Context: an optimization exercise on an open-source flow, tuned for small area, a short achievable clock period and few clock cycles. The choices shown serve that exercise and are no tape-out recipe. At most, simulation tests tie the RTL to the original design; equivalence was not proved. The RTL of runs 2 to 4 was laid out without a check of its function. Power and IR drop assume default switching activity.

==> design/flow/design.v <==
module sc_crc_byte (
    input  wire [15:0] crc_in,
    input  wire [7:0]  data,
    output reg  [15:0] crc_out
);
    integer i;
    always @* begin
        crc_out = crc_in ^ {8'h00, data};
        for (i = 0; i < 8; i = i + 1) begin
            if (crc_out[0])
                crc_out = (crc_out >> 1) ^ 16'h8005;
            else
                crc_out = crc_out >> 1;
        end
    end
endmodule
module sc_hex_digit (
    input  wire [3:0] nib,
    output reg  [7:0] ch
);
    always @* begin
        case (nib)
            4'hA:    ch = 8'h41;
            4'hB:    ch = 8'h42;
            4'hC:    ch = 8'h43;
            4'hD:    ch = 8'h44;
            4'hE:    ch = 8'h45;
            4'hF:    ch = 8'h46;
            default: ch = {4'h3, nib};
        endcase
    end
endmodule
module sc_hex_value (
    input  wire [7:0] ch,
    output wire       ok,
    output reg  [3:0] val
);
    wire digit  = (ch[7:4] == 4'h3) && (!ch[3] || ch[2:1] == 2'b00);
    wire letter = (ch[7:6] == 2'b01) && (ch[4:3] == 2'b00) &&
                  (ch[2:0] != 3'd0) && (ch[2:0] != 3'd7);
    assign ok = digit || letter;
    always @* begin
        if (digit)
            val = ch[3:0];
        else
            case (ch[2:0])
                3'd1:    val = 4'hA;
                3'd2:    val = 4'hB;
                3'd3:    val = 4'hC;
                3'd4:    val = 4'hD;
                3'd5:    val = 4'hE;
                default: val = 4'hF;
            endcase
    end
endmodule
module sc_codec (
    input  wire        clk,
    input  wire        rst,
    input  wire        req_valid,
    output wire        req_ready,
    input  wire [63:0] req_word,
    input  wire [9:0]  req_len,
    input  wire        in_valid,
    output wire        in_ready,
    input  wire [7:0]  in_data,
    output wire        out_valid,
    input  wire        out_ready,
    output wire [7:0]  out_data,
    output wire        rsp_valid,
    input  wire        rsp_ready,
    output wire [63:0] rsp_word
);
    localparam F_AA   = 4'd0;
    localparam F_LEN  = 4'd1;
    localparam F_TYPE = 4'd2;
    localparam F_COMB = 4'd3;
    localparam F_DONE = 4'd4;
    localparam F_CRCH = 4'd5;
    localparam F_CRCL = 4'd6;
    localparam F_STOP = 4'd7;
    localparam F_DATA = 4'd8;
    reg        rq_rdy;        
    reg        in_rdy;
    reg        rq_rdy_o, in_rdy_o, ov_o;
    reg        rsp_v;
    reg        su;            
    reg        run;           
    reg        dn;            
    reg [3:0]  op;            
    reg [9:0]  rem;           
    reg        rz, r1;        
    reg [7:0]  y0, y1, yc;
    reg [15:0] y16;
    reg [2:0]  st;
    reg [7:0]  T;
    reg        tf;
    reg [7:0]  O;
    reg        ov;
    reg [7:0]  S;
    reg        sv;
    reg [3:0]  fph;           
    reg [1:0]  cp;            
    reg        tkb;           
    reg        mal;           
    reg        b0ok;          
    reg        lff;           
    reg [7:0]  k;             
    reg        kin;           
    reg [1:0]  tr;            
    reg        ma, mb, mc;    
    wire o_crc  = (op == 4'h0);
    wire o_step = (op == 4'h1);
    wire o_pack = (op == 4'h2);
    wire o_unpk = (op == 4'h3);
    wire o_hexb = (op == 4'h4);
    wire o_tok  = (op == 4'h5);
    wire o_hexl = (op == 4'h6);
    wire o_hdl  = (op == 4'h7);
    wire o_fr   = (op == 4'h8) || (op == 4'hA);
    wire o_df   = (op == 4'h9) || (op == 4'hB);
    wire hexm   = (op == 4'h6) || (op == 4'hA);
    wire textin = (op == 4'h7) || (op == 4'hB);
    wire ill    = op[3] & op[2];
    wire bin_in = o_crc || o_hexl || o_fr || (op == 4'h9);    
    wire ovf     = (st == 3'd1);
    wire c_emit  = (o_hexl || o_fr) && !ovf;
    wire c_parse = o_hdl || o_df;
    wire c_sink  = !c_emit && !c_parse;
    wire space   = !sv;
    wire rem_z   = rz;
    wire rem_1   = r1;
    wire req_take = req_valid && rq_rdy;
    wire in_take  = in_valid && in_rdy;
    wire [3:0] nib = (cp == 2'd0) ? T[7:4] : T[3:0];
    wire [7:0] dig;
    sc_hex_digit u_dig (.nib(nib), .ch(dig));
    wire [7:0] ech = !hexm ? T : (cp == 2'd2) ? 8'h20 : dig;
    wire e_dat    = fph[3];
    wire e_sp     = hexm && (cp == 2'd2);
    wire e_push   = run && c_emit && (fph != F_DONE) && space && (tf || e_sp);
    wire e_first  = !hexm || (cp == 2'd0);
    wire e_end    = !hexm || (cp == 2'd1);
    wire e_more   = !rem_z;
    wire e_hdr    = fph[3] || (!fph[2] && fph[1:0] != 2'd0);    
    wire e_crc    = e_push && o_fr && e_first && e_hdr;
    wire e_adv    = e_push && e_end;
    reg  [3:0] nph;
    always @* begin
        if (fph == F_COMB)
            nph = e_more ? F_DATA : F_CRCH;
        else if (e_dat)
            nph = e_more ? F_DATA : (o_hexl ? F_DONE : F_CRCH);
        else if (fph == F_STOP)
            nph = F_DONE;
        else
            case (fph)
                F_AA:    nph = F_LEN;
                F_LEN:   nph = F_TYPE;
                F_TYPE:  nph = F_COMB;
                F_CRCH:  nph = F_CRCL;
                default: nph = F_STOP;
            endcase
    end
    wire [3:0] fph_e = e_adv ? nph : fph;
    wire e_ld     = e_adv && (nph == F_LEN || nph == F_TYPE || nph == F_COMB ||
                              nph == F_CRCL || nph == F_STOP);
    wire e_refill = run && c_emit && (fph == F_CRCH) && !tf;
    wire [2:0] pos    = fph[2:0];
    reg  [2:0] pos_inc;
    always @* begin
        case (pos)
            3'd0: pos_inc = 3'd1;
            3'd1: pos_inc = 3'd2;
            3'd2: pos_inc = 3'd3;
            3'd3: pos_inc = 3'd4;
            3'd4: pos_inc = 3'd5;
            3'd5: pos_inc = 3'd6;
            default: pos_inc = 3'd7;
        endcase
    end
    wire       d_cons = run && c_parse && tf && space;
    wire       d_df   = d_cons && o_df;
    wire       inreg  = (pos == 3'd1) || ((pos >= 3'd2) && kin);
    wire       d_push = d_cons && (o_hdl || (inreg && pos[2]));
    wire [15:0] crc_nx;
    sc_crc_byte u_crc (.crc_in(y16), .data(T), .crc_out(crc_nx));
    wire crc_en = (run && o_crc && tf) || e_crc || (d_df && inreg);
    wire       push  = e_push || d_push;
    wire       pop   = ov && out_ready;
    wire       oload = !ov || pop;
    wire       ov_n  = oload ? (sv || push) : 1'b1;
    wire       sv_n  = (sv || (push && ov)) && !pop;
    wire t_cons = (c_sink && tf) ||
                  e_adv ||
                  d_cons;
    wire       in_ws = (in_data == 8'h20) ||
                       (in_data[7:3] == 5'b00001 && in_data[2:0] != 3'd0 && in_data[2:0] <= 3'd5);
    wire       hok;
    wire [3:0] hv;
    sc_hex_value u_hv (.ch(in_data), .ok(hok), .val(hv));
    wire [1:0] cp_inc = (cp == 2'd3) ? 2'd3 : cp + 2'd1;
    wire       tok_ok = (cp == 2'd2) && !tkb;
    wire       tok_l1 = (cp == 2'd1) && !tkb;    
    wire tx_take = in_take && textin;
    wire tf_set  = (in_take && bin_in) || e_ld || e_refill ||
                   (tx_take && (in_ws ? (cp != 2'd0) : rem_1));
    wire mal_set = tx_take && (in_ws ? (cp != 2'd0 && !tok_ok)
                                     : (rem_1 && !(hok && tok_l1)));
    wire tf_n    = tf_set || (tf && !t_cons);
    wire       rem_nz_n = in_take ? !rem_1 : !rem_z;
    wire tf_nc  = (in_take && (bin_in || (textin && (cp != 2'd0 || rem_1)))) ||
                  e_ld || e_refill || (tf && !t_cons);
    wire cpred  = c_sink ||
                  (!sv_n && (c_parse || (o_fr && !hexm && fph_e == F_DATA)));
    wire fin = run && !su && (c_emit ? (fph == F_DONE) : (rem_z && !tf));
    reg  [2:0] d_st;
    always @* begin
        if (textin && mal)                  d_st = 3'd2;
        else if (pos != 3'd7)               d_st = 3'd3;
        else if (!b0ok || !lff)             d_st = 3'd4;
        else if (y0 < 8'd3 || tr != 2'd3)   d_st = 3'd5;
        else if (!mc)                       d_st = 3'd6;
        else                                d_st = 3'd0;
    end
    wire d_err  = fin && o_df && (d_st != 3'd0);
    wire fr_ovf = o_fr && (rem >= 10'd253);
    wire su_fr  = o_fr && !fr_ovf;
    wire rsp_v_n = rsp_v ? !rsp_ready : ((dn || fin) && !ov_n);
    wire [3:0] rop  = req_word[3:0];
    wire       r_fr = (rop == 4'h8) || (rop == 4'hA);
    always @(posedge clk) begin
        if (rst) begin
            rq_rdy <= 1'b1;
            in_rdy <= 1'b0;
            rq_rdy_o <= 1'b1;
            in_rdy_o <= 1'b0;
            ov_o     <= 1'b0;
            rsp_v  <= 1'b0;
            su     <= 1'b0;
            run    <= 1'b0;
            dn     <= 1'b0;
            tf     <= 1'b0;
            ov     <= 1'b0;
            sv     <= 1'b0;
        end else begin
            if (oload) O <= sv ? S : ech;
            if (push && ov && !pop) S <= ech;
            ov <= ov_n;
            sv <= sv_n;
            ov_o <= push || sv || (ov && !out_ready);
            rsp_v  <= rsp_v_n;
            rq_rdy <= rq_rdy ? !req_valid : (rsp_v && rsp_ready);
            rq_rdy_o <= (rq_rdy && !req_valid) || (rsp_v && rsp_ready);
            dn     <= rsp_v ? 1'b0 : ((dn || fin) && ov_n);
            su     <= req_take;
            if (fin) run <= 1'b0;
            if (req_take) run <= 1'b1;
            in_rdy <= req_take ? (req_len != 10'd0 && !r_fr)
                               : (run && !fin && rem_nz_n && (!tf_nc || cpred));
            in_rdy_o <= (req_take && req_len != 10'd0 && !r_fr) ||
                        (!rq_rdy && run && !fin && rem_nz_n && (!tf_nc || cpred));
            tf     <= rq_rdy ? r_fr : tf_n;
        end
        if (rq_rdy) begin
            rem <= req_len;
            rz  <= (req_len == 10'd0);
            r1  <= (req_len == 10'd1);
        end else if (in_take) begin
            rem <= rem - 10'd1;
            rz  <= r1;
            r1  <= (rem == 10'd2);
        end
        if (rq_rdy) begin
            op <= (((req_word & 64'hFFFF0000FE0000F0) != 64'd0) || (rop >= 4'hC)) ?
                  4'hF : rop;
            case (rop)
                4'h6:       fph <= (req_len == 10'd0) ? F_DONE : F_DATA;
                4'h8, 4'hA: fph <= F_AA;
                default:    fph <= F_DATA;
            endcase
            cp   <= (rop == 4'h4) ? 2'd1 : 2'd0;
            tkb  <= 1'b0;
            mal  <= 1'b0;
            tr   <= 2'd0;
        end
        if (rq_rdy)
            y0 <= req_len[7:0] + 8'd3;
        else if (su)
            y0 <= su_fr ? y0 : 8'd0;
        else if ((d_df && pos == 3'd1) || (fin && o_tok && tok_ok))
            y0 <= T;
        else if (fin && o_hexb)
            y0 <= dig;
        else if (d_err)
            y0 <= 8'd0;
        if (rq_rdy)
            y1 <= req_word[15:8];
        else if (su)
            y1 <= o_hexb ? dig : (su_fr ? y1 : 8'd0);
        else if (d_df && pos == 3'd2)
            y1 <= T;
        else if (d_err)
            y1 <= 8'd0;
        if (rq_rdy)
            yc <= {req_word[24], req_word[22:16]};
        else if (su)
            yc <= o_unpk ? T : ((o_pack || su_fr) ? yc : 8'd0);
        else if (d_df && pos == 3'd3)
            yc <= T;
        else if (d_err)
            yc <= 8'd0;
        if (rq_rdy)
            y16 <= req_word[47:32];
        else if (su)
            y16 <= o_step ? crc_nx : ((o_crc || su_fr || o_df) ? 16'hFFFF : 16'h0000);
        else if (crc_en)
            y16 <= crc_nx;
        else if (d_err)
            y16 <= 16'h0000;
        if (rq_rdy)
            st <= 3'd0;
        else if (su)
            st <= ill ? 3'd7 : (fr_ovf ? 3'd1 : 3'd0);
        else if (fin && o_tok && !tok_ok)
            st <= 3'd2;
        else if (fin && o_hdl)
            st <= mal ? 3'd2 : 3'd0;
        else if (fin && o_df)
            st <= d_st;
        if (rq_rdy)
            T <= r_fr ? 8'hAA : req_word[15:8];
        else if (in_take && bin_in)
            T <= in_data;
        else if (e_refill)
            T <= y16[15:8];
        else if (e_ld) begin
            case (nph)
                F_LEN:   T <= y0;
                F_TYPE:  T <= y1;
                F_COMB:  T <= yc;
                F_CRCL:  T <= y16[7:0];
                default: T <= 8'hFF;
            endcase
        end
        if (in_take && (textin || o_tok) && cp == 2'd0) T[7:4] <= hv;
        if (in_take && (textin || o_tok) && cp == 2'd1) T[3:0] <= hv;
        if (su && o_hexb)
            cp <= 2'd0;
        else if (in_take && o_tok)
            cp <= cp_inc;
        else if (tx_take)
            cp <= (in_ws || rem_1) ? 2'd0 : cp_inc;
        else if (e_push && hexm)
            cp <= (cp == 2'd0) ? 2'd1 : ((cp == 2'd1) ? 2'd2 : 2'd0);
        if (in_take && o_tok && !hok)
            tkb <= 1'b1;
        else if (tx_take)
            tkb <= (in_ws || rem_1) ? 1'b0 : (tkb || !hok);
        if (mal_set)
            mal <= 1'b1;
        if (e_push)
            fph <= fph_e;
        else if (d_cons && fph != 4'd15)
            fph <= {fph[3], pos_inc};
        if (d_df) begin
            if (pos == 3'd0) b0ok <= (T == 8'hAA);
            if (pos == 3'd1) begin
                k   <= T;
                kin <= (T[7:1] != 7'd0);
            end
            if (inreg && pos >= 3'd2) begin
                k   <= k - 8'd1;
                kin <= (k[7:2] != 6'd0) || (k[1:0] == 2'd3);
            end
            if (!inreg && pos >= 3'd2 && tr != 2'd3) tr <= tr + 2'd1;
            lff <= (T == 8'hFF);
            ma  <= (T == y16[15:8]);
            mb  <= ma && (T == y16[7:0]);
            mc  <= mb;
        end
    end
    assign req_ready = rq_rdy_o;
    assign in_ready  = in_rdy_o;
    assign rsp_valid = rsp_v;
    assign out_valid = ov_o;
    assign out_data  = O;
    assign rsp_word  = {6'd0, yc[0], yc[7], 1'b0, yc[6:0], y16, yc, y1, y0, 5'd0, st};
endmodule
==> design/flow/flow/run.sh <==
#!/bin/bash
# Own layout flow: the standard layout (standard.sh, step by step) with
#  - plain buffers on the ports (buf_1 on req_word and req_len, buf_2 elsewhere)
#    instead of the slow clock-delay cell that
#    buffer_ports picks (flow/post_gp.tcl, after global placement);
#  - a clock tree of clkbuf_4 under a clkbuf_8 root, without dummy loads.
# Each step's output goes to a log file here (ORFS's own logs are in orfs/logs).
set -euo pipefail
W=$(pwd)
export POST_GLOBAL_PLACE_TCL=$W/flow/post_gp.tcl
export CTS_ARGS="-sink_clustering_enable -repair_clock_nets -dont_use_dummy_load -root_buf sky130_fd_sc_hd__clkbuf_8 -buf_list sky130_fd_sc_hd__clkbuf_4"
bash standard.sh synth > log_synth.txt 2>&1
bash standard.sh floorplan > log_floorplan.txt 2>&1
bash standard.sh place > log_place.txt 2>&1
bash standard.sh cts > log_cts.txt 2>&1
bash standard.sh route > log_route.txt 2>&1
bash standard.sh finish > log_finish.txt 2>&1
==> design/flow/flow/post_gp.tcl <==
# Replace the port buffers that buffer_ports inserted (a slow clock-delay
# cell) with plain buffers: buf_1 on the request word and length inputs,
# which only load registers, and buf_2 on every other port.
set n1 0
set n2 0
foreach inst [[ord::get_db_block] getInsts] {
  set name [$inst getName]
  if {![regexp {^(input|output)[0-9]+$} $name]} { continue }
  set cell sky130_fd_sc_hd__buf_2
  set a [$inst findITerm A]
  if {$a ne "NULL" && [$a getNet] ne "NULL"} {
    set net [[$a getNet] getName]
    if {[string match {req_word*} $net] || [string match {req_len*} $net]} {
      set cell sky130_fd_sc_hd__buf_1
    }
  }
  if {[[$inst getMaster] getName] ne $cell} {
    replace_cell [get_cells $name] $cell
    if {$cell eq "sky130_fd_sc_hd__buf_1"} { incr n1 } else { incr n2 }
  }
}
puts "post_gp: port buffers replaced, $n1 by buf_1 and $n2 by buf_2"
==> design/flow/standard.sh <==
#!/bin/bash
# synth_recipe.tcl (not shown) runs the flow's synth.tcl, then flattens the netlist and writes it again
# the make line also repeats each setting of config.mk as NAME=value (left out here)
make -C /OpenROAD-flow-scripts/flow DESIGN_CONFIG=/design/flow/config.mk WORK_HOME=/design/flow/orfs CLKGATE_MAP_FILE= SYNTH_SCRIPT=/design/flow/synth_recipe.tcl "${@:-finish}"
==> design/flow/config.mk <==
export PLATFORM = sky130hd
export DESIGN_NAME = sc_codec
export DESIGN_NICKNAME = sc_codec
export VERILOG_FILES = /design/flow/design.v
export SDC_FILE = /design/flow/constraint.sdc
export NUM_CORES = 4
export LEC_CHECK = 0
export ABC_AREA = 1
export CAP_MARGIN = 20
export CORE_MARGIN = 2
export CORE_UTILIZATION = 40
export SETUP_SLACK_MARGIN = 5.0
export SLEW_MARGIN = 20
==> design/flow/constraint.sdc <==
create_clock -name core_clock -period 8.0 [get_ports {clk}]
set_input_delay 1.6000 -clock core_clock [delete_from_list [all_inputs] [get_ports {clk}]]
set_output_delay 1.6000 -clock core_clock [all_outputs]
set_load 0.01 [all_outputs]
==> results.toml, run 1 <==
[floorplan]
ios = 164
initial_core_util = 0.405
fp.dieW_um = 144
core_mm2 = 0.0194
rows = 51
die_y_um = 144
dieArea_mm2 = 0.0208

[power]
switching_power_w = 0.000622
fin_total_pwr_w = 0.00163
seq_power_share = 0.481
p_leak_nw = 3.72
switching_share = 0.382
comb_power_share = 0.329
ir_drop_v = 0.0000814
p_int_w = 0.00101
power.density_mw_per_mm2 = 182
clkPwrFrac = 0.190

[yosys]
synth-edff-count = 98
ys_types = 49
netlist_area_mm2 = 0.00786
synthCells = 1033
ys_seq_elements = 118
synthDominantCellAreaShare = 0.374
yosysWarnings = 4
synthTopCellsByArea = "edfxtp_1 37%, nand2_1 12%, inv_1 6.1%"
synth_top_cell_by_area = "edfxtp_1"
dominantRegCellSynth = "edfxtp_1"
async_reset_ff_frac = 0
synth.avg_cell_area_um2 = 7.61
ys_seq_area_frac = 0.425

[place]
portBuffers = 150
dp_hpwl_um = 20400

[worst_setup_path]
path_delay_family = "simple AND/OR/NAND/NOR gates"
slowest_stage = "nor4_1"
crit_path_end_kind = "register"
path_cells = "buf_1, inv_1, nand4_1, nor4_1, nand3_1, o21ai_1, nor2_1, nand2_1, o21ai_0"
required_ns = 8.19
path_class = "input pin to register"
worst-path-max-fanout = 3
cp.arrival_ns = 3.06
cp_num_buf_inv = 2
cp-start-kind = "input pin"
slowest_delay_ns = 0.36

[run]
maxCapViolations = 0

[final_layout]
areaGrowthSynthToFinish_pct = 13.9
final_util = 0.462
layout_common_cells = "239 x nand2_1, 123 x inv_1, 98 x edfxtp_1"
antenna_cells = 0
layout_commonest_cell = "nand2_1"
num-fill-cells = 2095
drive_above_1_share = 0.134
num-nets-final = 1274

[clocking]
cts_root_buf = "clkbuf_8"
insertion_delay_ns = 0.44
cts.sinks = 118
cts.path.max_buffers = 2
clkTransAtPathRegs_ns = 0.11
h-tree-depth = 4
cts_tree = "done"
cts_made_buffers = 17
postCtsHoldBufs = 0

[sta]
rsz0062_at_grt = "false"
slew_headroom = 0.298
min_period_ns = 2.87
drv_slew = 0
hold_violations = 0
worstMarginPinSlew_ns = 1.05
fin_crit_sh = 0.358
fin_tns_setup_ns = 0
setup_viol = 0
max_freq_ghz = 0.349
fin_skew_ns = 0.0312

[drt]
ant_nets = 0
wire_per_inst_um = 18.2
dr.pass1.iters = 5
vias_per_cell = 5.33
drc_errors = 0
vias = 7670
drt_iter0_drc = 758
wl_um = 26300

[global_routing]
grt_max_degree = 72
antenna_found_initial = 0
grt_pass1_wl_um = 39500
track_usage = 0.256
grt_pass1_vias = 6982
grt_overflow = 0

[status]
status = "no timing/DRC/antenna violations"

[hold_path]
hp-class = "register to register"
-- metrics by stage --
step | area (um2) | std cells | setup WS [ns] | hold WS, ns
after CTS | 8810 | 1429 | 5.00 | 0.420
after global placement | 9480 | 1411 | 4.13 | 0.430
after detailed placement | 8640 | 1411 | 4.25 | 0.431
after global routing | 8950 | 1440 | 5.00 | 0.412
final | 8950 | 1440 | 5.13 | 0.415
after floorplan | 7910 | 1044 | 5.20 | 0.400
-- cells by family after synthesis --
logic type	after synthesis	share of synthesized area
buffers and inverters	186	0.101
DFF	118	0.425
adders and majority gates	9	0.0143
xor gates and xnor gates	34	0.0398
and+or+nand+nor	482	0.266
AOI/OAI and AO/OA	203	0.153
other	1	0.000477
-- final cells by class --
| class | instances | area, um2 | share of cell area |
|---|---|---|---|
| clock buffers | 17 | 134 | 0.0150 |
| flip-flops and latches | 118 | 3340 | 0.373 |
| inverters | 136 | 514 | 0.0574 |
| repair buffers | 164 | 777 | 0.0868 |
| multi-input cells | 740 | 3850 | 0.430 |
| well taps | 265 | 332 | 0.0370 |
-- power groups by stage --
stage | registers, W | logic [W] | clock network, W
floorplan | 0.000777 | 0.000376 | 0
global placement | 0.000799 | 0.000563 | 0
detailed placement | 0.000798 | 0.000511 | 0
CTS | 0.000784 | 0.000516 | 0.000317
global route | 0.000787 | 0.000600 | 0.000341
finish | 0.000783 | 0.000536 | 0.000309
-- worst register-to-register path, stage by stage (launching register included) --
cell,delay [ns]
edfxtp_1,0.49
xor2_2,0.21
inv_1,0.07
ha_1,0.37
inv_2,0.12
nand2_1,0.07
nand2_2,0.14
inv_1,0.07
nand2_1,0.07
nand2_2,0.09
nand2_2,0.07
nand2_2,0.08
nand2_2,0.09
nand3_1,0.12
nand2_2,0.11
inv_2,0.04
or2_1,0.20
nand3_1,0.08
nand2_1,0.05
-- sequential cells by signal, indices dropped and copies added (netlist names), 3 cells and up --
name / flops
y1: 8
fph: 4
yc: 8
rem: 10
T: 8
y16: 16
S: 8
st: 3
y0: 8
op: 4
k: 8
O: 8
-- what timing repair did --
item | in CTS | in global routing
hold endpoints to repair | 0 | 0
endpoints found under the setup margin | 60 | 66
buffers inserted | 1 | 11
pin swaps | 1 | 2
gates resized for setup | 7 | 13
-- per-layer routing --
layer  part of all wire  vias up  global-route usage
met5                  0        -                   0
met4              0.027        0              0.0930
met3              0.081       40              0.0520
met2               0.44      349               0.394
met1               0.45     3513               0.357
li1                   -     3768                   -
-- cells in the mapped netlist (9+ instances only) --
cell type / number
nand2_1: 241
clkbuf_1: 20
a31oi_1: 20
xor2_1: 18
nor4_1: 15
edfxtp_1: 98
a21oi_1: 41
nand3_1: 60
xnor2_1: 14
buf_4: 23
o21ai_0: 75
o211ai_1: 18
o22ai_1: 19
dfxtp_1: 20
ha_1: 9
nand4_1: 22
nor3_1: 17
nand2_2: 13
nor2_1: 100
inv_1: 127
-- final timing paths --
check	to	startpoint	cells past startpoint	slack, ns
hold reg to reg	mc	mb	0	0.42
setup reg to reg	y16[1]	y16[0]	18	5.19
hold / removal	mc	mb	0	0.42
setup / recovery	fph[3]	req_len[5]	9	5.13
Testbench counts, summed over its fixed seeds: cycles 127,029.
==> inputs of run 2 (changes only) <==
--- a/design/flow/design.v
+++ b/design/flow/design.v
@@ -163,8 +163,7 @@
     end
     wire [3:0] fph_e = e_adv ? nph : fph;
     wire e_ld     = e_adv && (nph == F_LEN || nph == F_TYPE || nph == F_COMB ||
-                              nph == F_CRCL || nph == F_STOP);
-    wire e_refill = run && c_emit && (fph == F_CRCH) && !tf;
+                              nph == F_CRCH || nph == F_CRCL || nph == F_STOP);
     wire [2:0] pos    = fph[2:0];
     reg  [2:0] pos_inc;
     always @* begin
@@ -202,16 +201,17 @@
     wire       tok_ok = (cp == 2'd2) && !tkb;
     wire       tok_l1 = (cp == 2'd1) && !tkb;    
     wire tx_take = in_take && textin;
-    wire tf_set  = (in_take && bin_in) || e_ld || e_refill ||
+    wire tf_set  = (in_take && bin_in) || e_ld ||
                    (tx_take && (in_ws ? (cp != 2'd0) : rem_1));
     wire mal_set = tx_take && (in_ws ? (cp != 2'd0 && !tok_ok)
                                      : (rem_1 && !(hok && tok_l1)));
     wire tf_n    = tf_set || (tf && !t_cons);
     wire       rem_nz_n = in_take ? !rem_1 : !rem_z;
     wire tf_nc  = (in_take && (bin_in || (textin && (cp != 2'd0 || rem_1)))) ||
-                  e_ld || e_refill || (tf && !t_cons);
+                  e_ld || (tf && !t_cons);
     wire cpred  = c_sink ||
-                  (!sv_n && (c_parse || (o_fr && !hexm && fph_e == F_DATA)));
+                  (!sv_n && (c_parse ||
+                             (o_fr && !hexm && (fph_e == F_DATA || (fph_e == F_COMB && !rem_z)))));
     wire fin = run && !su && (c_emit ? (fph == F_DONE) : (rem_z && !tf));
     reg  [2:0] d_st;
     always @* begin
@@ -331,13 +331,12 @@
             T <= r_fr ? 8'hAA : req_word[15:8];
         else if (in_take && bin_in)
             T <= in_data;
-        else if (e_refill)
-            T <= y16[15:8];
         else if (e_ld) begin
             case (nph)
                 F_LEN:   T <= y0;
                 F_TYPE:  T <= y1;
                 F_COMB:  T <= yc;
+                F_CRCH:  T <= e_crc ? crc_nx[15:8] : y16[15:8];
                 F_CRCL:  T <= y16[7:0];
                 default: T <= 8'hFF;
             endcase
==> run 2 against run 1 <==
  * Combinational power is 4.1% lower
  * First-iteration DRC count is 3.7% lower
  * Wire length is 2.6% higher
  * Flip-flop and latch count stayed put
  * Global-route usage is 0.71 points lower
  * Clock skew is 0.012 ns higher
  * Critical endpoint is now T[4]
  * Largest power group unchanged
==> results.toml, run 2 <==
[status]
status = "no timing/DRC/antenna violations"

[place]
place_ws_ns = 4.56
portBuffers = 150
dp_hpwl_um = 21300

[yosys]
synthCells = 1053
synthDominantCellAreaShare = 0.366
async_reset_ff_frac = 0
synth_compound_area_frac = 0.159
synth-edff-count = 98
synth.avg_cell_area_um2 = 7.64
synth_mux_area_frac = 0
synthSimpleGateAreaFrac = 0.257
dominantRegCellSynth = "edfxtp_1"
synth_top_family_by_area = "simple AND/OR/NAND/NOR gates"
yosysWarnings = 4
synth_common_cells = "213 x nand2_1, 151 x inv_1, 112 x nor2_1"
ys_seq_area_frac = 0.416
synthTopCellsByArea = "edfxtp_1 37%, nand2_1 9.9%, inv_1 7.0%"
ys_types = 56
synth_xor_area_frac = 0.0375
synthAdderAreaFrac = 0.0187
netlist_area_mm2 = 0.00804
synth_most_common_cell = "nand2_1"
synth_top_cell_by_area = "edfxtp_1"
ys_seq_elements = 118

[sta]
max_freq_ghz = 0.340
drv_slew = 0
fin_crit_sh = 0.367
min_period_ns = 2.94
hold_ws_ns = 0.399
fin_tns_setup_ns = 0
rsz0062_at_grt = "true"
hold_violations = 0
setup_slack_ns = 5.06
fin_skew_ns = 0.0435
setup_viol = 0
slew_headroom = 0.424
worstMarginPinSlew_ns = 0.861

[power]
ir_drop_v = 0.0000832
power.density_mw_per_mm2 = 176
p_leak_nw = 3.79

[drt]
ant_nets = 0
wire_per_inst_um = 18.5
drc_errors = 0
drt_iter0_drc = 730
vias_per_cell = 5.39
dr.pass1.iters = 5
vias = 7850
wl_um = 27000

[floorplan]
rows = 51
fp.dieW_um = 146
ios = 164
initial_core_util = 0.411
die_y_um = 146
core_mm2 = 0.0196
dieArea_mm2 = 0.0213

[worst_setup_path]
cp.arrival_ns = 3.19
crit_path_end_kind = "register"
cp-start-kind = "register"
crit-reg2reg-launch = "fph[2]"
required_ns = 8.25
r2r_end = "T[4]"
worst-path-max-fanout = 12
startpoint = "fph[2]"
crit_path_end = "T[4]"
r2r_slack_ns = 5.06
reg2reg_depth = 7
path_class = "register to register"

[global_routing]
grt_pass1_wl_um = 40800
grt_overflow = 0
antenna_found_initial = 1
track_usage = 0.249
grt_max_degree = 75
grt_pass1_vias = 7335

[clocking]
insertion_delay_ns = 0.45
clkTransAtPathRegs_ns = 0.10
cts_tree = "done"
cts.sinks = 118
cts_made_buffers = 17
cts_root_buf = "clkbuf_8"
h-tree-depth = 4
cts.path.max_buffers = 2

[hold_path]
hold_start = "mb"
hp-class = "register to register"
whs_path_depth = 0

[final_layout]
num-fill-cells = 2051
top_regs = "y16 (16), rem (10)"
areaGrowthSynthToFinish_pct = 12.6
num-nets-final = 1292
layout_commonest_cell = "nand2_1"
drive_above_1_share = 0.126
largest_register_ffs = 16
largest-register = "y16"
layout_common_cells = "211 x nand2_1, 149 x inv_1, 110 x nor2_1"

[run]
maxCapViolations = 0
## run 2: changes by cell type in the layout (fill, tap and decap cells not counted), sizes merged, moves of 5 or more
cell / delta
o22ai: -7
inv: +25
nand4: -5
nand2: -32
nor3: +13
buf: -6
nor2: +14
o21ai: +6
## run 2: what timing repair did
| item | 4_1_cts | 5_1_grt |
|---|---|---|
| pin swaps | 0 | 2 |
| setup buffers | 0 | 6 |
| setup endpoints to repair | 51 | 37 |
| hold buffers | 0 | 0 |
| resized for setup | 8 | 12 |
## run 2: worst max-delay path, stage by stage, from the launching register on
cell      delay (ns)
edfxtp_1        0.58
nor2_2          0.56
nand3_1         0.40
o21ai_0         0.69
nor4_1          0.13
nand2_1         0.14
o211ai_1        0.09
a22oi_1         0.19
## run 2: through the flow
step           utilization  cells  power, W  area (um2)
5_1_grt              0.462   1455   0.00168        9060
2_1_floorplan            -   1064   0.00112        8080
3_5_place_dp         0.449   1432   0.00128        8790
6_report             0.462   1456   0.00160        9060
4_1_cts              0.457   1449   0.00158        8960
3_3_place_gp         0.492   1432   0.00133        9630
## run 2: cell type report
type                    instances  area [um2]  area share
repair buffers                158         719      0.0794
well taps                     265         332      0.0366
inverters                     159         597      0.0659
flip-flops and latches        118        3340       0.369
clock buffers                  17         134      0.0148
diodes                          1        2.50    0.000276
multi-input cells             738        3930       0.434
## run 2: worst min path at each step
stage | slack (ns) | to
after floorplan | 0.40 | mc
after CTS | 0.40 | mc
after global placement | 0.41 | mc
after global routing | 0.43 | mc
final | 0.40 | mc
after detailed placement | 0.41 | mc
## run 2: cell families (layout without fill, tap and decap cells)
kind of cell,count (synthesis),count (layout)
buffers and inverters,208,334
AO/OA/AOI/OAI,212,212
AND/OR/NAND/NOR,471,471
adder cells (fa/ha/maj),12,12
flip-flops,118,118
other,1,13
XOR/XNOR,31,31
## run 2: power breakdown
part           switching (W)  total, W  internal [W]
Combinational       0.000345  0.000514      0.000168
Sequential         0.0000593  0.000781      0.000722
Clock               0.000199  0.000303      0.000104
## run 2: layer usage
layer | up-vias | track usage | wire, um
met4 | 0 | 0.0863 | 640
met1 | 3602 | 0.351 | 12000
met3 | 47 | 0.0630 | 2530
met2 | 383 | 0.370 | 11800
li1 | 3818 | - | -
met5 | - | 0 | 0
==> inputs of run 3 (changes only) <==
--- a/design/flow/design.v
+++ b/design/flow/design.v
@@ -85,7 +85,6 @@
     reg        rsp_v;
     reg        su;            
     reg        run;           
-    reg        dn;            
     reg [3:0]  op;            
     reg [9:0]  rem;           
     reg        rz, r1;        
@@ -163,7 +162,8 @@
     end
     wire [3:0] fph_e = e_adv ? nph : fph;
     wire e_ld     = e_adv && (nph == F_LEN || nph == F_TYPE || nph == F_COMB ||
-                              nph == F_CRCH || nph == F_CRCL || nph == F_STOP);
+                              nph == F_CRCL || nph == F_STOP);
+    wire e_refill = run && c_emit && (fph == F_CRCH) && !tf;
     wire [2:0] pos    = fph[2:0];
     reg  [2:0] pos_inc;
     always @* begin
@@ -201,18 +201,19 @@
     wire       tok_ok = (cp == 2'd2) && !tkb;
     wire       tok_l1 = (cp == 2'd1) && !tkb;    
     wire tx_take = in_take && textin;
-    wire tf_set  = (in_take && bin_in) || e_ld ||
+    wire tf_set  = (in_take && bin_in) || e_ld || e_refill ||
                    (tx_take && (in_ws ? (cp != 2'd0) : rem_1));
     wire mal_set = tx_take && (in_ws ? (cp != 2'd0 && !tok_ok)
                                      : (rem_1 && !(hok && tok_l1)));
     wire tf_n    = tf_set || (tf && !t_cons);
     wire       rem_nz_n = in_take ? !rem_1 : !rem_z;
     wire tf_nc  = (in_take && (bin_in || (textin && (cp != 2'd0 || rem_1)))) ||
-                  e_ld || (tf && !t_cons);
+                  e_ld || e_refill || (tf && !t_cons);
     wire cpred  = c_sink ||
                   (!sv_n && (c_parse ||
                              (o_fr && !hexm && (fph_e == F_DATA || (fph_e == F_COMB && !rem_z)))));
-    wire fin = run && !su && (c_emit ? (fph == F_DONE) : (rem_z && !tf));
+    wire fin_e = run && c_emit && (fph == F_DONE) && !ov_n;
+    wire fin   = run && !su && !c_emit && rem_z && !tf && !ov;
     reg  [2:0] d_st;
     always @* begin
         if (textin && mal)                  d_st = 3'd2;
@@ -225,7 +226,7 @@
     wire d_err  = fin && o_df && (d_st != 3'd0);
     wire fr_ovf = o_fr && (rem >= 10'd253);
     wire su_fr  = o_fr && !fr_ovf;
-    wire rsp_v_n = rsp_v ? !rsp_ready : ((dn || fin) && !ov_n);
+    wire rsp_v_n = rsp_v ? !rsp_ready : (fin || fin_e);
     wire [3:0] rop  = req_word[3:0];
     wire       r_fr = (rop == 4'h8) || (rop == 4'hA);
     always @(posedge clk) begin
@@ -238,7 +239,6 @@
             rsp_v  <= 1'b0;
             su     <= 1'b0;
             run    <= 1'b0;
-            dn     <= 1'b0;
             tf     <= 1'b0;
             ov     <= 1'b0;
             sv     <= 1'b0;
@@ -251,9 +251,8 @@
             rsp_v  <= rsp_v_n;
             rq_rdy <= rq_rdy ? !req_valid : (rsp_v && rsp_ready);
             rq_rdy_o <= (rq_rdy && !req_valid) || (rsp_v && rsp_ready);
-            dn     <= rsp_v ? 1'b0 : ((dn || fin) && ov_n);
             su     <= req_take;
-            if (fin) run <= 1'b0;
+            if (fin || fin_e) run <= 1'b0;
             if (req_take) run <= 1'b1;
             in_rdy <= req_take ? (req_len != 10'd0 && !r_fr)
                                : (run && !fin && rem_nz_n && (!tf_nc || cpred));
@@ -331,12 +330,13 @@
             T <= r_fr ? 8'hAA : req_word[15:8];
         else if (in_take && bin_in)
             T <= in_data;
+        else if (e_refill)
+            T <= y16[15:8];
         else if (e_ld) begin
             case (nph)
                 F_LEN:   T <= y0;
                 F_TYPE:  T <= y1;
                 F_COMB:  T <= yc;
-                F_CRCH:  T <= e_crc ? crc_nx[15:8] : y16[15:8];
                 F_CRCL:  T <= y16[7:0];
                 default: T <= 8'hFF;
             endcase
==> run 3 against run 2 <==
  * Maximum frequency is 2.4% higher
  * Critical endpoint is now T[2]
  * Highest routed layer unchanged
  * Synthesized cell count fell by 4.7%
  * Die area shrank 2.3%
  * Still clean
==> results.toml, run 3 <==
[status]
status = "no timing/DRC/antenna violations"

[global_routing]
grt_pass1_vias = 6959
antenna_found_initial = 0
grt_max_degree = 62
grt_overflow = 0
grt_pass1_wl_um = 38600
track_usage = 0.249

[final_layout]
antenna_cells = 0
areaGrowthSynthToFinish_pct = 13.0
num-nets-final = 1242
drive_above_1_share = 0.133
top_regs = "y16 (16), rem (10)"
largest_register_ffs = 16
multiInputGateArea_mm2 = 0.00381
num-fill-cells = 2023
largest-register = "y16"
regArea_mm2 = 0.00332
layout_common_cells = "213 x nand2_1, 135 x inv_1, 101 x nor2_1"
layout_commonest_cell = "nand2_1"
fin_cells = 1408

[sta]
drv_slew = 0
hold_violations = 0
setup_viol = 0
fin_skew_ns = 0.0363
rsz0062_at_grt = "true"
slew_headroom = 0.271
fin_tns_setup_ns = 0
min_period_ns = 2.87
max_freq_ghz = 0.348
fin_crit_sh = 0.359
worstMarginPinSlew_ns = 1.09

[power]
power.density_mw_per_mm2 = 199
ir_drop_v = 0.000152
p_leak_nw = 3.62

[worst_setup_path]
path_class = "register to register"
cp_num_buf_inv = 2
slowest_stage = "edfxtp_1"
path_cells = "inv_1, nor2_2, nand2_1, inv_1, nand3_2, o22ai_1, nand2_1, o211ai_1, o21ai_0, nand2_1, o21ai_0"
slowest_delay_ns = 0.47
crit_top_cell = "nand2_1"
cp.arrival_ns = 3.03
crit_path_end_kind = "register"
cp-start-kind = "register"
required_ns = 8.16
r2r_slack_ns = 5.13
path_delay_family = "simple AND/OR/NAND/NOR gates"
worst-path-max-fanout = 12

[floorplan]
core_mm2 = 0.0193
initial_core_util = 0.406
fp.dieW_um = 144
ios = 164
die_y_um = 144
rows = 51
dieArea_mm2 = 0.0208

[yosys]
dominantRegCellSynth = "edfxtp_1"
ys_types = 57
async_reset_ff_frac = 0
synthTopCellsByArea = "edfxtp_1 37%, nand2_1 10%, inv_1 6.5%"
ys_seq_elements = 117
synthCells = 1003
synth_common_cells = "214 x nand2_1, 136 x inv_1, 106 x nor2_1"
yosysWarnings = 4
synthDominantCellAreaShare = 0.375
netlist_area_mm2 = 0.00785
synth_most_common_cell = "nand2_1"
synth_top_cell_by_area = "edfxtp_1"
ys_seq_area_frac = 0.423
synth-edff-count = 98
synth.avg_cell_area_um2 = 7.83

[drt]
vias = 7597
wl_met2_um = 11300
drt_iter0_drc = 726
vias_per_cell = 5.40
wl_met3_um = 2130
wl_um = 25300
wl_met1_um = 11100
wire_per_inst_um = 18.0
drc_errors = 0
highest_layer = "met4"
dr.pass1.iters = 5
ant_nets = 0

[place]
dp_hpwl_um = 19800
portBuffers = 150
placedCellCount = 1384

[clocking]
cts.path.max_buffers = 2
insertion_delay_ns = 0.43
cts_tree = "done"
postCtsHoldBufs = 0
cts.sinks = 117
cts_made_buffers = 17
cts_root_buf = "clkbuf_8"
clkTransAtPathRegs_ns = 0.11
h-tree-depth = 4

[run]
maxCapViolations = 0

[hold_path]
hp-class = "register to register"
[run 3: area by class of cell]
cell class | instances | share of cell area
Clock buffer | 17 | 0.0151
Timing Repair Buffer | 160 | 0.0829
Sequential cell | 117 | 0.375
Tap cell | 265 | 0.0374
Multi-Input combinational cell | 707 | 0.430
Inverter | 142 | 0.0601
[run 3: worst register-to-register path: stages, from the launching register on]
cell      delay [ns]
edfxtp_1        0.47
inv_1           0.14
nor2_2          0.36
nand2_1         0.20
inv_1           0.32
nand3_2         0.30
o22ai_1         0.41
nand2_1         0.09
o211ai_1        0.09
o21ai_0         0.10
nand2_1         0.08
o21ai_0         0.09
[run 3: through the flow]
step	utilization	hold WS (ns)	total power (W)	area, um2	setup slack, ns
6_report	0.459	0.452	0.00176	8870	5.13
4_1_cts	0.454	0.450	0.00174	8770	5.00
2_1_floorplan	-	0.400	0.00126	7900	5.00
3_3_place_gp	0.489	0.424	0.00150	9450	4.00
3_5_place_dp	0.445	0.419	0.00144	8610	4.37
5_1_grt	0.459	0.454	0.00186	8870	4.95
[run 3: power breakdown]
| group | internal, W | switching (W) |
|---|---|---|
| combinational | 0.000237 | 0.000408 |
| clock | 0.000104 | 0.000199 |
| sequential | 0.000735 | 0.0000783 |
| total | 0.00108 | 0.000685 |
[run 3: repair_timing]
action / CTS / global route
gates cloned: 0 / 0
pin swaps: 0 / 8
buffers inserted: 1 / 6
endpoints found under the setup margin: 19 / 54
resized for setup: 5 / 15
[run 3: logic make-up (layout without fill, tap and decap cells)]
kind of cell / count (synthesis) / count (layout) / share of synthesized area
buf+inv: 190 / 319 / 0.106
xor+xnor: 38 / 38 / 0.0548
fa+ha+maj: 9 / 9 / 0.0143
flops: 117 / 117 / 0.423
other cells: 1 / 12 / 0.000478
compound gates: 195 / 195 / 0.153
simple gates: 453 / 453 / 0.248
[run 3: metal layers]
metal  vias up  global-route usage
met2       348               0.385
met1      3537               0.351
li1       3664                   -
met4         0              0.0877
met3        48              0.0437
met5         -                   0
[run 3: path summary, 6_finish.rpt]
kind | from | endpoint | cells after the start
setup reg to reg | fph[0] | T[2] | 11
hold reg to reg | mb | mc | 0
hold / removal | mb | mc | 0
setup / recovery | fph[0] | T[2] | 11
==> inputs of run 4 (changes only) <==
==> design/flow/flow/run.sh (replaced) <==
#!/bin/bash
# Own layout flow: the standard layout (standard.sh, step by step) with
#  - plain buffers on the ports (buf_1 on req_word and req_len, buf_2 elsewhere)
#    instead of the slow clock-delay cell that
#    buffer_ports picks (flow/post_gp.tcl, after global placement);
#  - a clock tree of clkbuf_8 without dummy loads;
#  - setup repair aiming at a slack of FLOW_MARGIN ns (standard.sh's make
#    command, with only SETUP_SLACK_MARGIN changed).
# Each step's output goes to a log file here (ORFS's own logs are in orfs/logs).
set -euo pipefail
W=$(pwd)
FLOW_MARGIN=5.3
export POST_GLOBAL_PLACE_TCL=$W/flow/post_gp.tcl
export CTS_ARGS="-sink_clustering_enable -repair_clock_nets -dont_use_dummy_load -buf_list sky130_fd_sc_hd__clkbuf_8"
sed "s/SETUP_SLACK_MARGIN=[0-9.]*/SETUP_SLACK_MARGIN=$FLOW_MARGIN/" standard.sh > own_standard.sh
grep -q "SETUP_SLACK_MARGIN=$FLOW_MARGIN" own_standard.sh
bash own_standard.sh synth > log_synth.txt 2>&1
bash own_standard.sh floorplan > log_floorplan.txt 2>&1
bash own_standard.sh place > log_place.txt 2>&1
bash own_standard.sh cts > log_cts.txt 2>&1
bash own_standard.sh route > log_route.txt 2>&1
bash own_standard.sh finish > log_finish.txt 2>&1
==> run 4 against run 3 <==
  * Highest routed layer unchanged
  * Largest power group is now combinational cells
  * Still clean
  * Critical path type is now register to output port
  * Critical endpoint is now rsp_word[32]
  * Via count rose by 4.0%
  * Register-to-register slack better by 0.17 ns
  * Flip-flop and latch count unchanged
  * Setup slack better by 0.031 ns
==> results.toml, run 4 <==
[status]
status = "no timing/DRC/antenna violations"

[worst_setup_path]
crit_path_end_kind = "output port"
worst-path-max-fanout = 2
required_ns = 6.40
path_class = "register to output port"
reg2reg_depth = 17
cp.arrival_ns = 1.24
cp-start-kind = "register"

[yosys]
synth_xor_area_frac = 0.0548
synthSimpleGateAreaFrac = 0.248
synth_most_common_cell = "nand2_1"
async_reset_ff_frac = 0
ys_types = 57
ys_seq_area_frac = 0.423
dominantRegCellSynth = "edfxtp_1"
synthCells = 1003
ys_seq_elements = 117
synth_top_family_by_area = "simple AND/OR/NAND/NOR gates"
synthDominantCellAreaShare = 0.375
yosysWarnings = 4
synth-edff-count = 98
synth_compound_area_frac = 0.153
netlist_area_mm2 = 0.00785
synthAdderAreaFrac = 0.0143
synth_top_cell_by_area = "edfxtp_1"
synthTopCellsByArea = "edfxtp_1 37%, nand2_1 10%, inv_1 6.5%"
synth.avg_cell_area_um2 = 7.83
synth_mux_area_frac = 0
synth_common_cells = "214 x nand2_1, 136 x inv_1, 106 x nor2_1"

[drt]
wl_met3_um = 2150
highest_layer = "met4"
vias_per_cell = 5.42
drc_errors = 0
wire_per_inst_um = 18.1
drt_iter0_drc = 811
dr.pass1.iters = 5
wl_um = 26400
wl_met1_um = 11500
ant_nets = 0
vias = 7899
wl_met2_um = 12100

[floorplan]
core_mm2 = 0.0193
dieArea_mm2 = 0.0208
fp.dieW_um = 144
rows = 51
ios = 164
die_y_um = 144
initial_core_util = 0.406

[final_layout]
antenna_cells = 0
drive_above_1_share = 0.198
layout_commonest_cell = "nand2_1"
num-fill-cells = 1961
final_util = 0.497
top_regs = "y16 (16), rem (10)"
areaGrowthSynthToFinish_pct = 22.5
largest-register = "y16"
largest_register_ffs = 16
num-nets-final = 1291
layout_common_cells = "206 x nand2_1, 127 x inv_1, 98 x edfxtp_1"

[place]
portBuffers = 150
place_ws_ns = 4.57
dp_hpwl_um = 19900

[global_routing]
grt_overflow = 0
grt_pass1_vias = 7206
grt_max_degree = 62
track_usage = 0.254
grt_pass1_wl_um = 39500
antenna_found_initial = 0

[sta]
hold_ws_ns = 0.441
fin_tns_setup_ns = 0
setup_viol = 0
slew_headroom = 0.433
worstMarginPinSlew_ns = 0.850
drv_slew = 0
fin_skew_ns = 0.0245
max_freq_ghz = 0.352
hold_violations = 0
setup_slack_ns = 5.16
fin_crit_sh = 0.355
min_period_ns = 2.84
rsz0062_at_grt = "true"

[clocking]
h-tree-depth = 4
cts_made_buffers = 17
cts.sinks = 117
cts_root_buf = "clkbuf_8"
clkTransAtPathRegs_ns = 0.07
insertion_delay_ns = 0.45
cts.path.max_buffers = 2
cts_tree = "done"

[power]
p_leak_nw = 3.94
ir_drop_v = 0.000127
power.density_mw_per_mm2 = 210

[hold_path]
hp-class = "register to register"
whs_path_depth = 0

[run]
maxCapViolations = 0
run 4: worst max-delay path, stage by stage (launching register included):
cell      delay [ns]
edfxtp_1        0.42
buf_4           0.16
buf_6           0.11
buf_6           0.11
run 4: layout make-up:
type | count | area [um2] | share of cell area
clock buffers | 17 | 234 | 0.0243
inverters | 142 | 561 | 0.0583
multi-input cells | 707 | 4020 | 0.418
flip-flops and latches | 117 | 3320 | 0.346
well taps | 265 | 332 | 0.0345
repair buffers | 209 | 1150 | 0.119
run 4: cells by family (layout without fill, tap and decap cells):
logic type | count (synthesis) | count (layout)
other cells | 1 | 12
simple gates | 453 | 453
flops | 117 | 117
buf+inv | 190 | 368
xor+xnor | 38 | 38
compound gates | 195 | 195
fa+ha+maj | 9 | 9
run 4: routing by layer:
| layer | up-vias | global-route usage |
|---|---|---|
| li1 | 3766 | - |
| met1 | 3722 | 0.344 |
| met2 | 361 | 0.411 |
| met3 | 50 | 0.0483 |
| met4 | 0 | 0.0820 |
| met5 | - | 0 |
run 4: report_power, final:
part,total (W),internal (W),switching (W)
registers,0.000796,0.000736,0.0000607
logic,0.000819,0.000338,0.000481
clock network,0.000408,0.000186,0.000222
run 4: final timing paths:
path,startpoint,end,slack [ns]
setup / recovery,y16[0],rsp_word[32],5.16
hold / removal,mb,mc,0.44
setup reg to reg,y16[0],y16[2],5.30
hold reg to reg,mb,mc,0.44
run 4: repair_timing:
action                     4_1_cts  5_1_grt
cloned                           0        0
hold buffers                     0        0
pin swaps                        5       13
setup endpoints to repair       78      105
resized for setup               25       35
buffers inserted                25       30
run 4: per-stage QoR:
stage / cells / area [um2] / power (W)
2_1_floorplan: 1014 / 7990 / 0.00126
3_3_place_gp: 1385 / 9550 / 0.00150
3_5_place_dp: 1385 / 8700 / 0.00144
4_1_cts: 1427 / 9250 / 0.00191
5_1_grt: 1457 / 9620 / 0.00212
6_report: 1457 / 9620 / 0.00202
==> inputs of run 5 (changes only) <==
--- a/design/flow/design.v
+++ b/design/flow/design.v
@@ -85,6 +85,7 @@
     reg        rsp_v;
     reg        su;            
     reg        run;           
+    reg        dn;            
     reg [3:0]  op;            
     reg [9:0]  rem;           
     reg        rz, r1;        
@@ -210,10 +211,8 @@
     wire tf_nc  = (in_take && (bin_in || (textin && (cp != 2'd0 || rem_1)))) ||
                   e_ld || e_refill || (tf && !t_cons);
     wire cpred  = c_sink ||
-                  (!sv_n && (c_parse ||
-                             (o_fr && !hexm && (fph_e == F_DATA || (fph_e == F_COMB && !rem_z)))));
-    wire fin_e = run && c_emit && (fph == F_DONE) && !ov_n;
-    wire fin   = run && !su && !c_emit && rem_z && !tf && !ov;
+                  (!sv_n && (c_parse || (o_fr && !hexm && fph_e == F_DATA)));
+    wire fin = run && !su && (c_emit ? (fph == F_DONE) : (rem_z && !tf));
     reg  [2:0] d_st;
     always @* begin
         if (textin && mal)                  d_st = 3'd2;
@@ -226,7 +225,7 @@
     wire d_err  = fin && o_df && (d_st != 3'd0);
     wire fr_ovf = o_fr && (rem >= 10'd253);
     wire su_fr  = o_fr && !fr_ovf;
-    wire rsp_v_n = rsp_v ? !rsp_ready : (fin || fin_e);
+    wire rsp_v_n = rsp_v ? !rsp_ready : ((dn || fin) && !ov_n);
     wire [3:0] rop  = req_word[3:0];
     wire       r_fr = (rop == 4'h8) || (rop == 4'hA);
     always @(posedge clk) begin
@@ -239,6 +238,7 @@
             rsp_v  <= 1'b0;
             su     <= 1'b0;
             run    <= 1'b0;
+            dn     <= 1'b0;
             tf     <= 1'b0;
             ov     <= 1'b0;
             sv     <= 1'b0;
@@ -251,8 +251,9 @@
             rsp_v  <= rsp_v_n;
             rq_rdy <= rq_rdy ? !req_valid : (rsp_v && rsp_ready);
             rq_rdy_o <= (rq_rdy && !req_valid) || (rsp_v && rsp_ready);
+            dn     <= rsp_v ? 1'b0 : ((dn || fin) && ov_n);
             su     <= req_take;
-            if (fin || fin_e) run <= 1'b0;
+            if (fin) run <= 1'b0;
             if (req_take) run <= 1'b1;
             in_rdy <= req_take ? (req_len != 10'd0 && !r_fr)
                                : (run && !fin && rem_nz_n && (!tf_nc || cpred));
==> run 5 against run 4 <==
  * Setup slack improved by 0.11 ns
  * Sequential share of layout area increased by 0.20 points
  * Register-to-register slack improved by 0.08 ns
  * Synthesized cell count increased by 3.0%
  * Wire length increased by 3.7%
  * Critical path type unchanged
==> results.toml, run 5 <==
[yosys]
ys_seq_area_frac = 0.425
dominantRegCellSynth = "edfxtp_1"
synth-edff-count = 98
ys_seq_elements = 118
synth.avg_cell_area_um2 = 7.61
synth_most_common_cell = "nand2_1"
synth_common_cells = "241 x nand2_1, 127 x inv_1, 100 x nor2_1"
synthDominantCellAreaShare = 0.374
synthCells = 1033
synth_top_cell_by_area = "edfxtp_1"
ys_types = 49
synthTopCellsByArea = "edfxtp_1 37%, nand2_1 12%, inv_1 6.1%"
netlist_area_mm2 = 0.00786
async_reset_ff_frac = 0
yosysWarnings = 4

[sta]
setup_viol = 0
max_freq_ghz = 0.366
hold_violations = 0
min_period_ns = 2.73
slew_headroom = 0.287
rsz0062_at_grt = "true"
fin_skew_ns = 0.0352
fin_crit_sh = 0.342
setup_slack_ns = 5.27
fin_tns_setup_ns = 0
drv_slew = 0
worstMarginPinSlew_ns = 1.06

[hold_path]
hp-class = "register to register"

[drt]
vias = 8077
drt_iter0_drc = 755
wire_per_inst_um = 18.5
drc_errors = 0
dr.pass1.iters = 6
ant_nets = 0
wl_um = 27400
vias_per_cell = 5.45

[clocking]
cts_root_buf = "clkbuf_8"
cts_tree = "done"
cts.sinks = 118
clkTransAtPathRegs_ns = 0.06
cts_made_buffers = 17
cts.path.max_buffers = 2
h-tree-depth = 4
insertion_delay_ns = 0.46

[run]
maxCapViolations = 0

[final_layout]
drive_above_1_share = 0.198
num-fill-cells = 2021
layout_commonest_cell = "nand2_1"
num-nets-final = 1315
largest_register_ffs = 16
largest-register = "y16"
regArea_mm2 = 0.00334
areaGrowthSynthToFinish_pct = 22.4
layout_common_cells = "231 x nand2_1, 117 x inv_1, 98 x edfxtp_1"
final_util = 0.496
multiInputGateArea_mm2 = 0.00408
antenna_cells = 0
top_regs = "y16 (16), rem (10)"
fin_cells = 1481

[place]
place_ws_ns = 4.37
portBuffers = 150
dp_hpwl_um = 20900
placedCellCount = 1412

[worst_setup_path]
path_class = "register to output port"
crit_path_end_kind = "output port"
path_cells = "buf_2"
required_ns = 6.40
cp-start-kind = "register"
worst-path-max-fanout = 3
cp_num_buf_inv = 1
path_delay_family = "flip-flops"
cp.arrival_ns = 1.13
slowest_stage = "edfxtp_1"
slowest_delay_ns = 0.49

[power]
clkPwrFrac = 0.226
switching_power_w = 0.000682
p_int_w = 0.00114
p_leak_nw = 4.01
power.density_mw_per_mm2 = 189
seq_power_share = 0.426
switching_share = 0.375
comb_power_share = 0.348
ir_drop_v = 0.000115

[floorplan]
core_mm2 = 0.0194
initial_core_util = 0.405
dieArea_mm2 = 0.0208
fp.dieW_um = 144
rows = 51
die_y_um = 144
ios = 164

[global_routing]
grt_overflow = 0
grt_pass1_wl_um = 40600
grt_pass1_vias = 7238
track_usage = 0.262
grt_max_degree = 72
antenna_found_initial = 0

[status]
status = "no timing/DRC/antenna violations"
==> run 5: cell count changes in the layout (fill, tap and decap cells not counted), moves of 5 or more <==
cell	previous run	this run
a31oi_1	10	17
inv_1	127	117
nor3_1	20	15
nand2_1	206	231
nor2_1	92	86
nand3_2	1	7
nand2_4	0	9
==> run 5: what timing repair did <==
item,4_1_cts,5_1_grt
hold buffers,0,0
setup buffers,28,24
pin swaps,3,15
setup endpoints to repair,109,121
resized for setup,23,63
==> run 5: layer usage <==
| layer | share of wire | up-vias | GRT usage |
|---|---|---|---|
| met2 | 0.45 | 383 | 0.402 |
| met5 | 0 | - | 0 |
| met4 | 0.031 | 0 | 0.102 |
| met3 | 0.079 | 56 | 0.0450 |
| li1 | - | 3852 | - |
| met1 | 0.44 | 3786 | 0.370 |
==> run 5: worst paths after layout <==
kind / startpoint / end / slack, ns / depth (start not counted)
setup / recovery: y0[4] / rsp_word[12] / 5.27 / 1
hold / removal: mb / mc / 0.45 / 0
setup reg to reg: y16[0] / y16[0] / 5.38 / 18
hold reg to reg: mb / mc / 0.45 / 0
==> run 5: kinds of logic (layout without fill, tap and decap cells) <==
| group | after synthesis | in the layout | share of synthesized area |
|---|---|---|---|
| AOI/OAI and AO/OA | 203 | 203 | 0.153 |
| xor gates and xnor gates | 34 | 34 | 0.0398 |
| adders and majority gates | 9 | 9 | 0.0143 |
| buffers and inverters | 186 | 358 | 0.101 |
| DFF | 118 | 118 | 0.425 |
| other | 1 | 12 | 0.000477 |
| and+or+nand+nor | 482 | 482 | 0.266 |
==> run 5: area by class of cell <==
type,count,share of cell area
Tap cell,265,0.0345
Inverter,136,0.0548
Multi-Input combinational cell,740,0.424
Timing Repair Buffer,205,0.114
Sequential cell,118,0.348
Clock buffer,17,0.0243
==> run 5: power by group through the flow <==
stage                     clock network [W]  logic, W  registers (W)
final                              0.000411  0.000634       0.000775
after global routing               0.000437  0.000703       0.000777
after CTS                          0.000414  0.000556       0.000774
after detailed placement                  0  0.000513       0.000798
after global placement                    0  0.000562       0.000799
after floorplan                           0  0.000376       0.000777
==> run 5: through the flow <==
stage | cell area, um2 | total power (W) | hold WS [ns]
floorplan | 7920 | 0.00115 | 0.400
CTS | 9210 | 0.00174 | 0.446
global placement | 9500 | 0.00136 | 0.427
detailed placement | 8660 | 0.00131 | 0.421
finish | 9620 | 0.00182 | 0.450
global route | 9620 | 0.00192 | 0.466
Testbench counts of run 5, summed over its fixed seeds: cycles 127,029.
==> inputs of run 6 (changes only) <==
--- a/design/flow/flow/run.sh
+++ b/design/flow/flow/run.sh
@@ -3,7 +3,7 @@
 #  - plain buffers on the ports (buf_1 on req_word and req_len, buf_2 elsewhere)
 #    instead of the slow clock-delay cell that
 #    buffer_ports picks (flow/post_gp.tcl, after global placement);
-#  - a clock tree of clkbuf_8 without dummy loads;
+#  - a clock tree of clkbuf_4 under a clkbuf_8 root, without dummy loads;
 #  - setup repair aiming at a slack of FLOW_MARGIN ns (standard.sh's make
 #    command, with only SETUP_SLACK_MARGIN changed).
 # Each step's output goes to a log file here (ORFS's own logs are in orfs/logs).
@@ -11,7 +11,7 @@
 W=$(pwd)
 FLOW_MARGIN=5.3
 export POST_GLOBAL_PLACE_TCL=$W/flow/post_gp.tcl
-export CTS_ARGS="-sink_clustering_enable -repair_clock_nets -dont_use_dummy_load -buf_list sky130_fd_sc_hd__clkbuf_8"
+export CTS_ARGS="-sink_clustering_enable -repair_clock_nets -dont_use_dummy_load -root_buf sky130_fd_sc_hd__clkbuf_8 -buf_list sky130_fd_sc_hd__clkbuf_4"
 sed "s/SETUP_SLACK_MARGIN=[0-9.]*/SETUP_SLACK_MARGIN=$FLOW_MARGIN/" standard.sh > own_standard.sh
 grep -q "SETUP_SLACK_MARGIN=$FLOW_MARGIN" own_standard.sh
 bash own_standard.sh synth > log_synth.txt 2>&1
==> run 6 against run 5 <==
  * Hold slack worse by 0.0084 ns
  * Cell area fell by 0.30%
  * Synthesized cell count unchanged
  * Cell count is 0.47% lower
  * First-iteration DRC count is 5.0% lower
  * Sequential power about the same
  * Count of clock-buffer cells in the layout unchanged
  * Die area is the same
  * Critical path type is now input pin to register
  * Critical endpoint is now T[0]
  * Largest cell class unchanged
  * Highest routed layer unchanged
==> results.toml, run 6 <==
[sta]
max_freq_ghz = 0.372
hold_ws_ns = 0.441
hold_violations = 0
setup_viol = 0
slew_headroom = 0.315
fin_skew_ns = 0.0549
setup_slack_ns = 5.31
fin_tns_setup_ns = 0
min_period_ns = 2.69
fin_crit_sh = 0.336
worstMarginPinSlew_ns = 1.02
rsz0062_at_grt = "true"
drv_slew = 0

[clocking]
postCtsHoldBufs = 0
cts_tree = "done"
cts_root_buf = "clkbuf_8"
cts.path.max_buffers = 2
cts.sinks = 118
insertion_delay_ns = 0.43
clkTransAtPathRegs_ns = 0.09
h-tree-depth = 4
cts_made_buffers = 17

[drt]
drc_errors = 0
dr.pass1.iters = 6
vias = 8016
vias_per_cell = 5.44
wl_um = 27100
wire_per_inst_um = 18.4
ant_nets = 0
drt_iter0_drc = 717

[final_layout]
drive_above_1_share = 0.208
layout_commonest_cell = "nand2_1"
regArea_mm2 = 0.00334
num-fill-cells = 2021
layout_common_cells = "224 x nand2_1, 111 x inv_1, 98 x edfxtp_1"
num-nets-final = 1308
largest-register = "y16"
design_area_mm2 = 0.00959
top_regs = "y16 (16), rem (10)"
multiInputGateArea_mm2 = 0.00415
final_util = 0.494
areaGrowthSynthToFinish_pct = 22.0
largest_register_ffs = 16
antenna_cells = 0

[worst_setup_path]
crit-reg2reg-launch = "y16[0]"
path_class = "input pin to register"
cp-start-kind = "input pin"
crit_path_end_kind = "register"
reg2reg_depth = 20
r2r_slack_ns = 5.38
slowest_delay_ns = 0.36
slowest_stage = "o21ai_2"
crit_top_cell = "nand2_1"
path_cells = "buf_2, nand2_1, inv_1, nand2_1, inv_1, o21ai_2, nand2_1"
startpoint = "in_valid"
required_ns = 8.13
r2r_end = "y16[1]"
crit_path_end = "T[0]"
worst-path-max-fanout = 9
cp.arrival_ns = 2.82

[floorplan]
rows = 51
core_mm2 = 0.0194
ios = 164
fp.dieW_um = 144
die_y_um = 144
dieArea_mm2 = 0.0208
initial_core_util = 0.405

[power]
power.density_mw_per_mm2 = 184
ir_drop_v = 0.0000931
p_leak_nw = 3.97

[yosys]
ys_seq_area_frac = 0.425
dominantRegCellSynth = "edfxtp_1"
synthCells = 1033
netlist_area_mm2 = 0.00786
ys_types = 49
synth-edff-count = 98
synth_common_cells = "241 x nand2_1, 127 x inv_1, 100 x nor2_1"
synth_most_common_cell = "nand2_1"
synth_top_cell_by_area = "edfxtp_1"
ys_seq_elements = 118
synthDominantCellAreaShare = 0.374
synth.avg_cell_area_um2 = 7.61
async_reset_ff_frac = 0
synthTopCellsByArea = "edfxtp_1 37%, nand2_1 12%, inv_1 6.1%"
yosysWarnings = 4

[global_routing]
grt_overflow = 0
grt_pass1_wl_um = 40700
antenna_found_initial = 0
track_usage = 0.261
grt_max_degree = 72
grt_pass1_vias = 7229

[run]
maxCapViolations = 0

[hold_path]
hp-class = "register to register"

[status]
status = "no timing/DRC/antenna violations"

[place]
dpl_cell_area_mm2 = 0.00866
dp_hpwl_um = 20900
place_ws_ns = 4.37
portBuffers = 150
==> run 6: cell counts after synthesis <==
Identical to the previous run, type by type.
==> run 6: worst min path at each step <==
stage / to / startpoint / slack [ns] / cells past startpoint
floorplan: mc / mb / 0.40 / 0
global placement: mc / mb / 0.43 / 0
detailed placement: mc / mb / 0.42 / 0
CTS: mc / mb / 0.45 / 0
global route: mc / mb / 0.47 / 0
finish: mc / mb / 0.44 / 0
==> run 6: stage by stage <==
stage	instances	power, W
2_1_floorplan	1044	0.00115
3_3_place_gp	1412	0.00136
3_5_place_dp	1412	0.00131
4_1_cts	1448	0.00164
5_1_grt	1474	0.00187
6_report	1474	0.00177
==> run 6: layout make-up <==
cell class | instances | share of cell area
Clock buffer | 17 | 0.0140
Timing Repair Buffer | 198 | 0.114
Multi-Input combinational cell | 740 | 0.433
Sequential cell | 118 | 0.349
Inverter | 136 | 0.0553
Tap cell | 265 | 0.0346
==> run 6: logic make-up after synthesis <==
family                   after synthesis  synth area share
AO/OA/AOI/OAI                        203             0.153
adder cells (fa/ha/maj)                9            0.0143
buffers and inverters                186             0.101
other                                  1          0.000477
AND/OR/NAND/NOR                      482             0.266
XOR/XNOR                              34            0.0398
flip-flops                           118             0.425
==> run 6: per-layer routing <==
layer,vias to the layer above,GRT usage,part of all wire
met1,3751,0.369,0.45
met3,47,0.0457,0.074
met4,0,0.0838,0.028
met5,-,0,0
li1,3846,-,-
met2,372,0.408,0.45
==> run 6: repair_timing <==
item,in CTS,in global routing
pin swaps,5,31
cloned,0,0
resized for setup,24,91
endpoints found under the setup margin,98,120
buffers inserted,19,26
==> run 6: power by group <==
part           internal, W  switching [W]
Sequential        0.000722      0.0000531
Combinational     0.000253       0.000432
Clock             0.000104       0.000204
Total              0.00108       0.000689
==> run 6: critical path, delay by kind of cell <==
| family | cells | cell delay, ns |
|---|---|---|
| and+or+nand+nor | 3 | 0.53 |
| AOI/OAI and AO/OA | 1 | 0.36 |
| buffers and inverters | 3 | 0.31 |

## afterwards: timing with drivers on the ports
Ports are ideal in the flow. The routed layouts listed here were re-timed in OpenROAD.
Step 1: set_driving_cell puts a clkbuf_16 on clk and a buf_2 on each other input, an assumption about the parent block.
Step 2, shift: input delay + t, output delay - t, t = (earliest + latest rising clock arrival at the registers) / 2. This alone moves slack from input paths to output paths.
a / b / c = no drivers / after step 1 / after step 2; a / b = the first two.
run | t (ns) | slack for setup (ns) | worst register clock-pin slew, ns
run 1 | 0.465 | 5.133 / 5.153 / 4.688 | 0.11 / 0.11
run 2 | 0.466 | 5.060 / 5.060 / 4.679 | 0.12 / 0.12
run 3 | 0.453 | 5.129 / 5.129 / 4.723 | 0.11 / 0.11
run 4 | 0.485 | 5.160 / 5.117 / 4.897 | 0.08 / 0.08
run 5 | 0.487 | 5.268 / 5.228 / 4.867 | 0.08 / 0.08
run 6 | 0.448 | 5.312 / 5.271 / 4.887 | 0.11 / 0.11
After both steps setup and hold are still met in every run listed. The setup slack of run 1, which loses most, moves by +0.020 ns with the drivers and by -0.445 ns with both steps.
